This is an optimization exercise on Yosys and OpenROAD, whose aim is small area, a short achievable clock period and few clock cycles per item, not a production implementation.
Only simulation tests tie the RTL to the original design; equivalence was not proved.
Power and IR drop assume default switching activity.

// bcm_encoder
module bcm_encoder (
    input  wire        clk,
    input  wire        rst,
    input  wire        cmd_valid,
    output wire        cmd_ready,
    input  wire [1:0]  cmd_op,
    input  wire [2:0]  cmd_t,
    input  wire [1:0]  cmd_mode,
    input  wire [5:0]  cmd_x,
    input  wire [3:0]  cmd_row,
    input  wire [23:0] cmd_top,
    input  wire [23:0] cmd_bot,
    input  wire [31:0] cmd_val,
    output wire        wr_valid,
    input  wire        wr_ready,
    output wire [12:0] wr_addr,
    output wire [15:0] wr_data,
    output wire        rsp_valid,
    output wire [7:0]  rsp_data
);
Size in the first run: about 770 cells after synthesis, roughly 160 flip-flops, about 140 I/O pins, ~0.0073 mm2 of cells after synthesis.
==> module bcm_encoder, before the edit <==
module bcm_encoder (
    input  wire        clk,
    input  wire        rst,
    input  wire        cmd_valid,
    output wire        cmd_ready,
    input  wire [1:0]  cmd_op,
    input  wire [2:0]  cmd_t,
    input  wire [1:0]  cmd_mode,
    input  wire [5:0]  cmd_x,
    input  wire [3:0]  cmd_row,
    input  wire [23:0] cmd_top,
    input  wire [23:0] cmd_bot,
    input  wire [31:0] cmd_val,
    output wire        wr_valid,
    input  wire        wr_ready,
    output wire [12:0] wr_addr,
    output wire [15:0] wr_data,
    output wire        rsp_valid,
    output wire [7:0]  rsp_data
);
    localparam [1:0] OP_ENCODE = 2'd0;
    localparam [1:0] OP_SETBRIGHT = 2'd1;
    localparam [1:0] OP_GETBRIGHT = 2'd2;
    reg [6:0] percent;
    reg [6:0] duty;
    reg       rsp_q;
    reg [47:0] c_ring;      
    reg [2:0]  c_ph;        
    reg        c_done;      
    reg        c_free;      
    reg        c_busy;      
    reg        c_set;       
    reg [1:0]  c_mode;
    reg [2:0]  c_t;
    reg [5:0]  c_x;
    reg [3:0]  c_row;
    reg [47:0] o_ch;        
    reg        o_valid;
    reg [2:0]  o_j;
    reg [3:0]  o_row;
    reg [5:1]  o_x;
    reg        o_x0n;       
    reg [2:0]  o_s;         
    reg [3:0]  o_a;         
    reg        o_lat;
    reg        o_oe;
    wire take = cmd_valid && c_free;
    wire o_last = o_valid && (o_j == 3'd7);
    wire o_adv  = !o_valid || wr_ready;
    wire o_load = !o_valid || (o_j == 3'd7);
    wire o_free = !o_valid || (o_j == 3'd7);
    wire aligned = (c_ph == 3'd0);
    wire c_gam = (c_mode != 2'd0) && !c_set;
    wire mv_rdy = c_busy && !c_set && aligned && (c_done || !c_gam);
    wire move  = mv_rdy && o_adv && o_load;
    wire apply = c_busy && c_set && aligned && c_done && o_free;
    wire [7:0] val_in = cmd_val[31] ? 8'd0 : {(|cmd_val[30:7]), cmd_val[6:0]};
    wire [47:0] ring_in = {cmd_bot[7:0], cmd_bot[15:8], cmd_bot[23:16],
                           cmd_top[7:0], cmd_top[15:8],
                           (cmd_op == OP_SETBRIGHT) ? val_in : cmd_top[23:16]};
    wire [6:0] s_pct = (c_ring[7] || c_ring[6:0] > 7'd100) ? 7'd100 : c_ring[6:0];
    wire [7:0] s_idx;
    bcm_lidx u_lidx (.p(s_pct), .y(s_idx));
    wire       s_first = c_busy && c_set && (c_ph == 3'd0) && !c_done;
    wire [7:0] gam_out;
    bcm_gamma u_gam (.v(c_ring[7:0]), .y(gam_out));
    wire [7:0] rot_in = s_first ? s_idx : (c_gam && !c_done) ? gam_out : c_ring[7:0];
    wire [6:0] s_lin = {1'b0, c_ring[7:2]} + {6'd0, (c_ring[1:0] != 2'd0)};
    wire [6:0] s_cb  = {1'b0, gam_out[7:2]} + {6'd0, gam_out[1]};
    wire [6:0] duty_new = (c_mode == 2'd0) ? s_lin :
                          (c_mode == 2'd2 && percent != 7'd0 && s_cb == 7'd0) ? 7'd1 : s_cb;
    wire        oe_m = (c_x == 6'd0) || (c_x == 6'd63) || ({1'b0, c_x} >= duty);
    wire [6:0]  oe_thr = (o_s != 3'd0) ? (duty >> o_s) : duty;  
    wire [5:0]  o_xf = {o_x, ~o_x0n};
    wire        oe_n = (o_xf == 6'd0) || o_lat || ({1'b0, o_xf} >= oe_thr);
    always @(posedge clk) begin
        if (!c_busy) begin
            c_ring <= ring_in;
            c_ph <= 3'd0;
            c_done <= 1'b0;
        end else begin
            c_ring <= {rot_in, c_ring[47:8]};
            c_ph <= (c_ph >= 3'd5) ? 3'd0 : c_ph + 3'd1;
            if (c_ph == 3'd5)
                c_done <= 1'b1;
        end
        if (!c_busy) begin
            c_set <= (cmd_op == OP_SETBRIGHT);
            c_mode <= cmd_mode;
            c_t <= cmd_t;
            c_x <= cmd_x;
            c_row <= cmd_row;
        end
        if (o_adv) begin
            if (o_load) begin
                o_ch <= c_ring;
                o_row <= c_row;
                o_x <= c_x[5:1];
                o_x0n <= ~c_x[0];
                o_s <= c_t;
                o_a <= c_row - 4'd1;
                o_lat <= (c_x == 6'd63);
                o_oe <= oe_m;
                o_j <= 3'd0;
            end else begin
                o_ch <= {1'b0, o_ch[47:41], 1'b0, o_ch[39:33], 1'b0, o_ch[31:25],
                         1'b0, o_ch[23:17], 1'b0, o_ch[15:9], 1'b0, o_ch[7:1]};
                o_a <= o_row;
                if (o_s != 3'd0)
                    o_s <= o_s - 3'd1;
                o_oe <= oe_n;
                o_j <= o_j + 3'd1;
            end
        end
        if (s_first)
            percent <= s_pct;
        if (apply)
            duty <= duty_new;
        if (rst) begin
            c_free <= 1'b1;
            c_busy <= 1'b0;
            o_valid <= 1'b0;
            rsp_q <= 1'b0;
            percent <= 7'd100;
            duty <= 7'd64;
        end else begin
            if (take && (cmd_op == OP_ENCODE || cmd_op == OP_SETBRIGHT)) begin
                c_free <= 1'b0;
                c_busy <= 1'b1;
            end else if (move || apply) begin
                c_free <= 1'b1;
                c_busy <= 1'b0;
            end
            if (o_adv && o_load)
                o_valid <= mv_rdy;
            rsp_q <= take && (cmd_op == OP_SETBRIGHT || cmd_op == OP_GETBRIGHT);
        end
    end
    assign cmd_ready = c_free;
    assign wr_valid = o_valid;
    assign wr_addr = {o_row, o_j, o_x, o_x0n};
    assign wr_data = {4'b0000, o_a, o_oe, o_lat,
                      o_ch[40], o_ch[32], o_ch[24], o_ch[16], o_ch[8], o_ch[0]};
    assign rsp_valid = rsp_q;
    assign rsp_data = {1'b0, percent};
endmodule
==> flow/config.mk <==
export PLATFORM = sky130hd
export DESIGN_NAME = bcm_encoder
export DESIGN_NICKNAME = bcm_encoder
export VERILOG_FILES = /design/flow/design.v
export SDC_FILE = /design/flow/constraint.sdc
export NUM_CORES = 4
export LEC_CHECK = 0
export ABC_AREA = 1
export CAP_MARGIN = 20
export CORE_MARGIN = 2
export CORE_UTILIZATION = 65
export PLACE_DENSITY = 0.75
export SLEW_MARGIN = 20
==> flow/constraint.sdc <==
create_clock -name core_clock -period 18.0 [get_ports {clk}]
set_input_delay 3.6000 -clock core_clock [delete_from_list [all_inputs] [get_ports {clk}]]
set_output_delay 3.6000 -clock core_clock [all_outputs]
set_load 0.01 [all_outputs]
standard.sh (not shown) runs the stock make flow with config.mk's settings and CLKGATE_MAP_FILE= SYNTH_SCRIPT=/design/flow/synth_recipe.tcl, a recipe that flattens the netlist after the stock synthesis.
==> flow/flow/run.sh <==
#!/bin/bash
# ORFS layout through the standard.sh, with these changes to how it is made:
#  - synthesis: the standard script, but ABC maps the logic with an area
#    script (strash; dch -f; amap), Yosys does not extract half/full adders and
#    inserts no buffers between register outputs and output ports (the port
#    buffers below are still inserted). Registers are mapped before ABC runs,
#    so they are the standard ones;
#  - port buffers are sky130_fd_sc_hd__buf_1 instead of the default delay buffer;
#  - CTS uses sky130_fd_sc_hd__clkbuf_8 and inserts no dummy loads;
#  - timing repair aims for a setup slack margin of 13.3 ns (the SDC is unchanged).
# Each step's full output goes to a log file in this folder.
set -euo pipefail
W=$PWD
rm -rf "$W/scripts_area"
cp -r "$FLOW_HOME/scripts" "$W/scripts_area"
printf 'strash\ndch -f\namap\ntopo\n' > "$W/scripts_area/abc_area.script"
export BUFFER_PORTS_ARGS="-buffer_cell sky130_fd_sc_hd__buf_1"
export CTS_ARGS="-sink_clustering_enable -repair_clock_nets -dont_use_dummy_load -buf_list sky130_fd_sc_hd__clkbuf_8"
export SETUP_SLACK_MARGIN=13.3
bash standard.sh SCRIPTS_DIR="$W/scripts_area" ADDER_MAP_FILE= SYNTH_INSBUF=0 synth > flow_synth.log 2>&1
bash standard.sh > flow_layout.log 2>&1
Testbench counts at the start, summed over its fixed seeds: cycles 131,262, items 16,384.
Then changed:
--- a/flow/design.v
+++ b/flow/design.v
@@ -852,14 +852,14 @@
                 o_s <= c_t;
                 o_a <= c_row - 4'd1;
                 o_lat <= (c_x == 6'd63);
                 o_oe <= oe_m;
                 o_j <= 3'd0;
             end else begin
-                o_ch <= {1'b0, o_ch[47:41], 1'b0, o_ch[39:33], 1'b0, o_ch[31:25],
-                         1'b0, o_ch[23:17], 1'b0, o_ch[15:9], 1'b0, o_ch[7:1]};
+                o_ch <= {c_ring[47], o_ch[47:41], c_ring[39], o_ch[39:33], c_ring[31], o_ch[31:25],
+                         c_ring[23], o_ch[23:17], c_ring[15], o_ch[15:9], c_ring[7], o_ch[7:1]};
                 o_a <= o_row;
                 if (o_s != 3'd0)
                     o_s <= o_s - 3'd1;
                 o_oe <= oe_n;
                 o_j <= o_j + 3'd1;
             end
Effect:
- The changed run completed with no timing, DRC or antenna violations
- first-iteration DRC count went up slightly
- global-route usage went up by 2.1 points
- design area went down slightly
- total power went down slightly
- flip-flop and latch count stays the same
- sequential power is about the same
- register-to-register slack is worse by 0.29 ns
- die area barely changes
- hold slack is worse by 0.0065 ns
Testbench counts after the change, summed over its fixed seeds: cycles 131,262, items 16,384.

-- re-timing with driven ports --
No port has a modelled driver above. Below, the same layouts with a new extraction and two added sets of constraints.
Step 1 sets driving cells, clkbuf_16 on the clock port and buf_2 on the other inputs (assumed; they add their load-dependent delay and slew).
Step 2 also shifts input and output timing later by t, the mid clock arrival at the registers, as if the neighbouring blocks saw the same clock.
Slacks: no drivers / after step 1 / after step 2; pairs: no drivers / after step 1.
run	t, ns	setup slack, ns	clock arrival spread, ns	worst data-port slew with drivers (ns)
the first run	0.474	13.338 / 13.300 / 12.905	0.024 / 0.024	0.06
the second run	0.470	13.327 / 13.322 / 12.938	0.035 / 0.034	0.05
After both steps setup and hold are still met in every run listed. For the first run, which loses most, drivers alone change the setup slack by -0.038 ns; drivers and shift together by -0.433 ns.
